What follows belongs to an exercise in optimizing a design on an open flow for small area; a production flow would make more cautious choices. Where RTL was checked, it was by simulation tests only, not by an equivalence proof against the original. No activity file was given, so power comes from the tool's default toggle rates.

==> inputs of v32 <==
Design bitlink, start of the top module:
module bitlink #(
    parameter CLK_PER_US = 16
) (
    input  wire        clk,
    input  wire        rst_n,
    input  wire        sel,
    input  wire        wr,
    input  wire [6:0]  addr,
    input  wire [2:0]  size,
    input  wire [31:0] wdata,
    output wire [31:0] rdata,
    output reg         ready,
    output reg         err,
    output wire        sclk_o,
    output wire        sdio_o,
    output wire        sdio_oe,
    input  wire        sdio_i,
    output wire        ncs_o,
    output wire        nrst_o
);
export LEC_CHECK = 0
export CAP_MARGIN = 20
export CORE_MARGIN = 2
export CORE_UTILIZATION = 40
export SLEW_MARGIN = 20
create_clock -name core_clock -period 12.0 [get_ports {clk}]
standard.sh (not shown) runs the stock make flow with config.mk's settings and CLKGATE_MAP_FILE= SYNTH_SCRIPT=/design/flow/synth_recipe.tcl, a recipe that flattens the netlist after the stock synthesis.
==> flow/flow/run.sh <==
#!/bin/bash
# Layout flow: the standard layout (standard.sh: the standard synthesis,
# floorplan, placement, CTS, routing and finish, unchanged), except that the
# clock tree is built from clkbuf_8 clusters of up to 14 registers within
# 80 um and without dummy loads. standard.sh's full output goes to
# standard.log here; ORFS's own per-step logs are under orfs/logs/.
set -euo pipefail
cd "$(dirname "$0")/.."
export CTS_ARGS="-sink_clustering_enable -repair_clock_nets -dont_use_dummy_load -sink_clustering_size 14 -sink_clustering_max_diameter 80 -buf_list sky130_fd_sc_hd__clkbuf_8"
bash standard.sh > standard.log 2>&1
==> v27 (differences from v32) <==
--- a/flow/design.v
+++ b/flow/design.v
@@ -70,17 +70,17 @@
     reg  [7:0]   rx;
     reg  [31:0]  tel0, tel1;
     reg          telw;          
     reg  [31:0]  pos_x, pos_y;
     reg  [23:0]  xf_x;
     reg  [24:0]  xf_y;
     reg          xfw;           
     reg          st_clk, st_dir, st_dout, st_cs, st_rst;
-    reg          clk_d, dir_d, dout_d, cs_d, rst_d;
+    reg          busy_d, clk_d, dir_d, dout_d, cs_d, rst_d;
     reg          commit;        
     reg          psres_d;       
     reg          rd_q;
     reg  [4:0]   ra_q;
     reg  [3:0]   prescale;
     reg  [23:0]  wcnt;
     reg  [4:0]   pc;
     reg  [1:0]   phase;
@@ -1492,17 +1492,17 @@
     wire       raise_err = (cmd_write && cmd_error != 4'd0) || cfg_refuse;
     wire [3:0] raise_code = cfg_refuse ? E_CFG_BUSY : cmd_error;
     wire       w1c = bus_wr && (widx == R_STATUS) && wdata[12];
     wire        nrst_d = rst_present ? rst_d : 1'b1;
     wire [1:0]  pstate_enc = variant ? 2'b11 : pstate;
     wire [31:0] status_word = {12'd0, err_code, 2'b00, err_ovf, err_flag, 1'b0,
                                motion_valid, id_mismatch, id_valid,
                                nrst_d, clk_d, dout_d, dir_d, cs_d,
-                               pstate_enc, busy | commit};
+                               pstate_enc, busy_d};
     wire [31:0] rsel = rd_q ? (32'd1 << ra_q) : 32'd0;
     reg  [23:0] rd_t;
     reg         r_unw;
     integer ri;
     always @(*) begin
         rd_t  = 24'd0;
         r_unw = 1'b0;
         for (ri = 0; ri < 12; ri = ri + 1) begin
@@ -1765,23 +1765,25 @@
             rx           <= 8'd0;
             pos_x        <= 32'd0;
             pos_y        <= 32'd0;
             st_clk       <= 1'b1;
             st_dir       <= 1'b0;
             st_dout      <= 1'b0;
             st_cs        <= 1'b0;
             st_rst       <= 1'b1;
+            busy_d       <= 1'b0;
             clk_d        <= 1'b1;
             dir_d        <= 1'b0;
             dout_d       <= 1'b0;
             cs_d         <= 1'b0;
             rst_d        <= 1'b1;
         end else begin
             prescale <= prescale + 4'd1;
+            busy_d   <= busy;
             clk_d    <= st_clk;
             dir_d    <= st_dir;
             dout_d   <= st_dout;
             cs_d     <= st_cs;
             rst_d    <= st_rst;
             commit   <= 1'b0;
             psres_d  <= 1'b0;
             if (psres_d) pstate <= PS_RESETTING;
==> flow/run.sh (new file) <==
#!/bin/bash
# synth_recipe.tcl (not shown) runs the flow's synth.tcl, then flattens the netlist and writes it again
# the make line also repeats each setting of config.mk as NAME=value (left out here)
make -C /OpenROAD-flow-scripts/flow DESIGN_CONFIG=/design/flow/config.mk WORK_HOME=/design/flow/orfs CLKGATE_MAP_FILE= SYNTH_SCRIPT=/design/flow/synth_recipe.tcl finish
- CTS_BUF_LIST: unset -> sky130_fd_sc_hd__clkbuf_16
- CTS_CLUSTER_DIAMETER: unset -> 100
- CTS_CLUSTER_SIZE: unset -> 20
removed: flow/flow/run.sh
removed: flow/standard.sh
==> comparison table <==
	v32	v27
Status	timing/DRC/antenna clean	timing/DRC/antenna clean
Peak supply drop	0.0000829 V	0.000169 V
Total of flip-flops plus latches after synthesis	815	816
Final cell utilization of the core	0.438	0.443
Initial drt markers	7429	7616
Complex-gate fraction of the synthesized area	0.183	0.181
Fraction of registers with async set/reset	0.201	0.202
Die Y-Extent	334 um	335 um
Relative max-transition margin	0.0379	0.102
Placed Instances	5224	5295
Count of clock buffers in the final design	70	51
Startpoint of the worst register-to-register path	treg[180]$_DFFE_PP_	ctrl[0]$_DFFE_PN0P_
Share of total power in the clock network	0.278	0.325
Share of the yosys chip area belonging to registers	0.522	0.522
Final cycle utilization of the critical path	0.931	0.899
Area occupied by multi-input gates	19400 sq um	19300 sq um
Terminating pin of the worst hold path	rst_d$_DFF_PN1_	sdi_s2$_DFF_P_
Post-route minimum period	11.17 ns	10.79 ns
NonClk Buf Share	0.0446	0.0446
WL/cell	38.8 um	39.1 um
F_max	89.5 MHz	92.7 MHz
Hold Crit Start	st_rst$_DFFE_PN1P_	sdi_s1$_DFF_P_
Met3 Use GR	0.135	0.119
Largest net degree at the start of global routing	66	65
Cell count after synthesis	3861	3911
Power after layout	0.00535 W	0.00571 W
The RTL of v27 was laid out without a check of its function.


==> inputs of run a <==
bitlink again, from the RTL that the note above started with.
export LEC_CHECK = 0
export CAP_MARGIN = 20
export CORE_MARGIN = 2
export CORE_UTILIZATION = 40
export SLEW_MARGIN = 20
create_clock -name core_clock -period 12.0 [get_ports {clk}]
==> flow/flow/run.sh <==
#!/bin/bash
# Layout flow: the standard layout (standard.sh, unchanged synthesis,
# floorplan, placement, routing), with the clock tree built from
# clkbuf_16 clusters of up to 20 registers and without dummy loads.
set -euo pipefail
cd "$(dirname "$0")/.."
export CTS_ARGS="-sink_clustering_enable -repair_clock_nets -dont_use_dummy_load -sink_clustering_size 20 -sink_clustering_max_diameter 100 -buf_list sky130_fd_sc_hd__clkbuf_16"
bash standard.sh > standard.log 2>&1
==> run b: changes against run a <==
==> flow/run.sh (new file) <==
#!/bin/bash
# synth_recipe.tcl (not shown) runs the flow's synth.tcl, then flattens the netlist and writes it again
# the make line also repeats each setting of config.mk as NAME=value (left out here)
make -C /OpenROAD-flow-scripts/flow DESIGN_CONFIG=/design/flow/config.mk WORK_HOME=/design/flow/orfs CLKGATE_MAP_FILE= SYNTH_SCRIPT=/design/flow/synth_recipe.tcl finish
- CORE_UTILIZATION: 40 -> 55
- CTS_BUF_LIST: unset -> sky130_fd_sc_hd__clkbuf_8
- CTS_CLUSTER_DIAMETER: unset -> 80
- CTS_CLUSTER_SIZE: unset -> 14
removed: flow/flow/run.sh
removed: flow/standard.sh
==> run c: changes against run a <==
==> flow/flow/run.sh (replaced) <==
#!/bin/bash
# Layout flow: the standard layout (standard.sh: the standard synthesis,
# floorplan, placement, CTS, routing and finish, unchanged), except that the
# ports are buffered with buf_2 cells and the clock tree is built from
# clkbuf_8 clusters of up to 14 registers within 80 um and without dummy
# loads. standard.sh's full output goes to standard.log here; ORFS's own
# per-step logs are under orfs/logs/.
set -euo pipefail
cd "$(dirname "$0")/.."
export BUFFER_PORTS_ARGS="-buffer_cell sky130_fd_sc_hd__buf_2"
export CTS_ARGS="-sink_clustering_enable -repair_clock_nets -dont_use_dummy_load -sink_clustering_size 14 -sink_clustering_max_diameter 80 -buf_list sky130_fd_sc_hd__clkbuf_8"
bash standard.sh > standard.log 2>&1
==> impl_metrics.json <==
{
  "final.period_utilization_pct": 91.7,
  "multiInputGateArea_sq_um": 19400,
  "worst_ep_arrival_time_ps": 11510,
  "finalCoreUtilization_pct": 43.4,
  "start_util_pct": 40.2,
  "core_area_sq_um": 109000,
  "run_status": "timing/DRC/antenna clean",
  "grt_use_total_pct": 37.4,
  "n_fill_cell": 10192,
  "gr-usage-met2_pct": 51.5
}
The numbers above come from run c.

==> impl_metrics.json <==
{
  "layout.comb_gates.multi_input": 2609,
  "start_util_pct": 55.4,
  "tapCellCount": 1050,
  "n_fill_cell": 6291,
  "power_frac_seq_pct": 57.6,
  "worst_ep_arrival_time_ps": 11690,
  "route.antenna.remaining_nets": 0,
  "grt_use_total_pct": 50.9,
  "run_status": "timing/DRC/antenna clean",
  "gr-usage-met2_pct": 69.1
}
The numbers above come from run b.

==> impl_metrics.json <==
{
  "run_status": "timing/DRC/antenna clean",
  "finalCoreUtilization_pct": 44.0,
  "grt_use_total_pct": 35.9,
  "worst_ep_arrival_time_ps": 11560,
  "multiInputGateArea_sq_um": 19400,
  "timing.final.setup_violations": 0,
  "cts-resized-gates": 0,
  "start_util_pct": 40.2,
  "core_area_sq_um": 109000,
  "gr-usage-met2_pct": 49.8,
  "n_fill_cell": 10089
}
The numbers above come from run a.



==> try-lagoon: inputs <==
RTL: one of the versions met above, not the one the previous note started from.
Settings: LEC_CHECK=0, CAP_MARGIN=20, CORE_MARGIN=2, CORE_UTILIZATION=40, CTS_BUF_LIST=sky130_fd_sc_hd__clkbuf_8, CTS_CLUSTER_DIAMETER=80, CTS_CLUSTER_SIZE=14, SLEW_MARGIN=20; clock period 12.0 ns.
run.sh (not shown) runs the stock make flow with config.mk's settings and CLKGATE_MAP_FILE= SYNTH_SCRIPT=/design/flow/synth_recipe.tcl, a recipe that flattens the netlist after the stock synthesis.
Stock flow here: none of the scripts above is used.
==> try-onyx (differences from try-lagoon) <==
--- a/flow/design.v
+++ b/flow/design.v
@@ -72,13 +72,13 @@
     reg          telw;          
     reg  [31:0]  pos_x, pos_y;
     reg  [23:0]  xf_x;
     reg  [24:0]  xf_y;
     reg          xfw;           
     reg          st_clk, st_dir, st_dout, st_cs, st_rst;
-    reg          busy_d, clk_d, dir_d, dout_d, cs_d, rst_d;
+    reg          clk_d, dir_d, dout_d, cs_d, rst_d;
     reg          commit;        
     reg          psres_d;       
     reg          rd_q;
     reg  [4:0]   ra_q;
     reg  [3:0]   prescale;
     reg  [23:0]  wcnt;
@@ -1494,13 +1494,13 @@
     wire       w1c = bus_wr && (widx == R_STATUS) && wdata[12];
     wire        nrst_d = rst_present ? rst_d : 1'b1;
     wire [1:0]  pstate_enc = variant ? 2'b11 : pstate;
     wire [31:0] status_word = {12'd0, err_code, 2'b00, err_ovf, err_flag, 1'b0,
                                motion_valid, id_mismatch, id_valid,
                                nrst_d, clk_d, dout_d, dir_d, cs_d,
-                               pstate_enc, busy_d};
+                               pstate_enc, busy | commit};
     wire [31:0] rsel = rd_q ? (32'd1 << ra_q) : 32'd0;
     reg  [23:0] rd_t;
     reg         r_unw;
     integer ri;
     always @(*) begin
         rd_t  = 24'd0;
@@ -1767,21 +1767,19 @@
             pos_y        <= 32'd0;
             st_clk       <= 1'b1;
             st_dir       <= 1'b0;
             st_dout      <= 1'b0;
             st_cs        <= 1'b0;
             st_rst       <= 1'b1;
-            busy_d       <= 1'b0;
             clk_d        <= 1'b1;
             dir_d        <= 1'b0;
             dout_d       <= 1'b0;
             cs_d         <= 1'b0;
             rst_d        <= 1'b1;
         end else begin
             prescale <= prescale + 4'd1;
-            busy_d   <= busy;
             clk_d    <= st_clk;
             dir_d    <= st_dir;
             dout_d   <= st_dout;
             cs_d     <= st_cs;
             rst_d    <= st_rst;
             commit   <= 1'b0;
==> flow/flow/run.sh (new file) <==
#!/bin/bash
# Layout flow: the standard layout (standard.sh: the standard synthesis,
# floorplan, placement, CTS, routing and finish, unchanged), except that the
# ports are buffered with buf_2 cells and the clock tree is built from
# clkbuf_8 clusters of up to 14 registers within 80 um and without dummy
# loads. standard.sh's full output goes to standard.log here; ORFS's own
# per-step logs are under orfs/logs/.
set -euo pipefail
cd "$(dirname "$0")/.."
export BUFFER_PORTS_ARGS="-buffer_cell sky130_fd_sc_hd__buf_2"
export CTS_ARGS="-sink_clustering_enable -repair_clock_nets -dont_use_dummy_load -sink_clustering_size 14 -sink_clustering_max_diameter 80 -buf_list sky130_fd_sc_hd__clkbuf_8"
bash standard.sh > standard.log 2>&1
==> flow/standard.sh (new file) <==
#!/bin/bash
# synth_recipe.tcl (not shown) runs the flow's synth.tcl, then flattens the netlist and writes it again
# the make line also repeats each setting of config.mk as NAME=value (left out here)
make -C /OpenROAD-flow-scripts/flow DESIGN_CONFIG=/design/flow/config.mk WORK_HOME=/design/flow/orfs CLKGATE_MAP_FILE= SYNTH_SCRIPT=/design/flow/synth_recipe.tcl "${@:-finish}"
==> flow/config.mk (replaced) <==
export PLATFORM = sky130hd
export DESIGN_NAME = bitlink
export DESIGN_NICKNAME = bitlink
export VERILOG_FILES = /design/flow/design.v
export SDC_FILE = /design/flow/constraint.sdc
export NUM_CORES = 4
export LEC_CHECK = 0
export CAP_MARGIN = 0
export CORE_MARGIN = 2
export CORE_UTILIZATION = 40
export SLEW_MARGIN = 0
removed: flow/run.sh
==> try-raven (differences from try-lagoon) <==
--- a/flow/design.v
+++ b/flow/design.v
@@ -72,13 +72,13 @@
     reg          telw;          
     reg  [31:0]  pos_x, pos_y;
     reg  [23:0]  xf_x;
     reg  [24:0]  xf_y;
     reg          xfw;           
     reg          st_clk, st_dir, st_dout, st_cs, st_rst;
-    reg          busy_d, clk_d, dir_d, dout_d, cs_d, rst_d;
+    reg          clk_d, dir_d, dout_d, cs_d, rst_d;
     reg          commit;        
     reg          psres_d;       
     reg          rd_q;
     reg  [4:0]   ra_q;
     reg  [3:0]   prescale;
     reg  [23:0]  wcnt;
@@ -1494,13 +1494,13 @@
     wire       w1c = bus_wr && (widx == R_STATUS) && wdata[12];
     wire        nrst_d = rst_present ? rst_d : 1'b1;
     wire [1:0]  pstate_enc = variant ? 2'b11 : pstate;
     wire [31:0] status_word = {12'd0, err_code, 2'b00, err_ovf, err_flag, 1'b0,
                                motion_valid, id_mismatch, id_valid,
                                nrst_d, clk_d, dout_d, dir_d, cs_d,
-                               pstate_enc, busy_d};
+                               pstate_enc, busy | commit};
     wire [31:0] rsel = rd_q ? (32'd1 << ra_q) : 32'd0;
     reg  [23:0] rd_t;
     reg         r_unw;
     integer ri;
     always @(*) begin
         rd_t  = 24'd0;
@@ -1767,21 +1767,19 @@
             pos_y        <= 32'd0;
             st_clk       <= 1'b1;
             st_dir       <= 1'b0;
             st_dout      <= 1'b0;
             st_cs        <= 1'b0;
             st_rst       <= 1'b1;
-            busy_d       <= 1'b0;
             clk_d        <= 1'b1;
             dir_d        <= 1'b0;
             dout_d       <= 1'b0;
             cs_d         <= 1'b0;
             rst_d        <= 1'b1;
         end else begin
             prescale <= prescale + 4'd1;
-            busy_d   <= busy;
             clk_d    <= st_clk;
             dir_d    <= st_dir;
             dout_d   <= st_dout;
             cs_d     <= st_cs;
             rst_d    <= st_rst;
             commit   <= 1'b0;
==> notes <==
try-onyx finished clean. try-lagoon completed without violations. try-raven went through all stages and came out clean. Of try-lagoon and try-onyx, try-onyx has the higher combinational power (gap about 0.8%, measured against try-onyx). First-iteration DRC count, lowest first: try-onyx, try-lagoon, try-raven. Power: try-onyx < try-lagoon < try-raven. In try-onyx the worst setup slack is better than in try-raven, by 91 ps. Of try-onyx and try-lagoon, try-lagoon has the higher clock power (gap about 9%, measured against try-lagoon). In try-raven the sequential share of layout area is lower than in try-lagoon, by 0.067 points. Against try-raven, the clock-buffer cell count of try-lagoon is higher by 3. The lowest fmax belongs to try-raven, the highest to try-lagoon. Sequential power is about the same in try-raven and try-onyx.
==> figures <==
| metric | try-raven | try-lagoon | try-onyx |
|---|---|---|---|
| Result of the run | timing/DRC/antenna clean | timing/DRC/antenna clean | timing/DRC/antenna clean |
| Initial antenna violation count | 20 | 17 | 22 |
| Non-clk buf share | 0.0443 | 0.0446 | 0.0340 |
| DR WL met2 | 82100 um | 87200 um | 86200 um |
| Proportion of synthesized area in mux cells | 0.0270 | 0.0228 | 0.0270 |
| First-pass GRT wire length | 283000 um | 288000 um | 291000 um |
| Worst Setup EP | xf_x[23] | xf_y[24] | xf_x[23] |
| Final wirelength | 206000 um | 211000 um | 214000 um |
| Fraction of power spent switching nets | 0.265 | 0.267 | 0.262 |
| Worst Setup Slack post-DPL | 821 ps | 1060 ps | 1120 ps |
| Number of buffers and inverters on the critical path | 2 | 4 | 3 |
| Fraction of standard cell area that is sequential | 0.476 | 0.477 | 0.485 |
| Sequential power | 3190 uW | 3200 uW | 3190 uW |
| Clock latency (worst-skew pair) | 810 ps | 800 ps | 790 ps |
| Launch point of the critical path | treg[180] | cmd_word[1] | ctrl[0] |
| Switching component of the power | 1470 uW | 1470 uW | 1410 uW |
| Number of clock sinks | 815 | 816 | 815 |
| Share of the final layout cell area in multi-input gates | 0.404 | 0.404 | 0.412 |
| FF-to-FF setup slack | 870 ps | 1150 ps | 960 ps |
Function not checked in try-lagoon: the RTL went through the layout flow alone.

## re-timing with driven ports
In the flow no input, the clock included, has a driving cell. The finished layouts below were timed again as built, in two steps.
Step 1, drivers: a clkbuf_16 drives clk and a buf_2 each remaining input, both assumed.
Step 2 also shifts input and output timing later by t, the mid clock arrival at the registers, as if the neighbouring blocks saw the same clock.
Slacks: ideal ports / drivers / drivers and shift; pairs: ideal ports / drivers.
run | shift t [ns] | setup WS [ns] | worst setup path at the end | latest minus earliest clock arrival (ns) | worst slew at a driven data input, ns
v32 | 0.823 | 0.830 / 0.830 / 0.647 | input to register | 0.106 / 0.105 | 0.04
v27 | 0.776 | 1.209 / 1.209 / 0.967 | input to register | 0.043 / 0.044 | 0.06
run a | 0.723 | 0.867 / 0.867 / 0.720 | input to register | 0.060 / 0.060 | 0.04
run b | 0.785 | 0.803 / 0.803 / 0.738 | input to register | 0.079 / 0.079 | 0.08
run c | 0.817 | 0.997 / 0.997 / 0.997 | register to register | 0.079 / 0.080 | 0.09
try-lagoon | 0.832 | 1.147 / 1.147 / 0.958 | input to register | 0.064 / 0.064 | 0.06
try-onyx | 0.813 | 0.963 / 0.963 / 0.963 | register to register | 0.097 / 0.096 | 0.08
try-raven | 0.848 | 0.872 / 0.872 / 0.663 | input to register | 0.064 / 0.064 | 0.04
After both steps every run listed still meets setup and hold. The setup slack of v27, which loses most, moves by 0.000 ns with the drivers and by -0.242 ns with both steps.
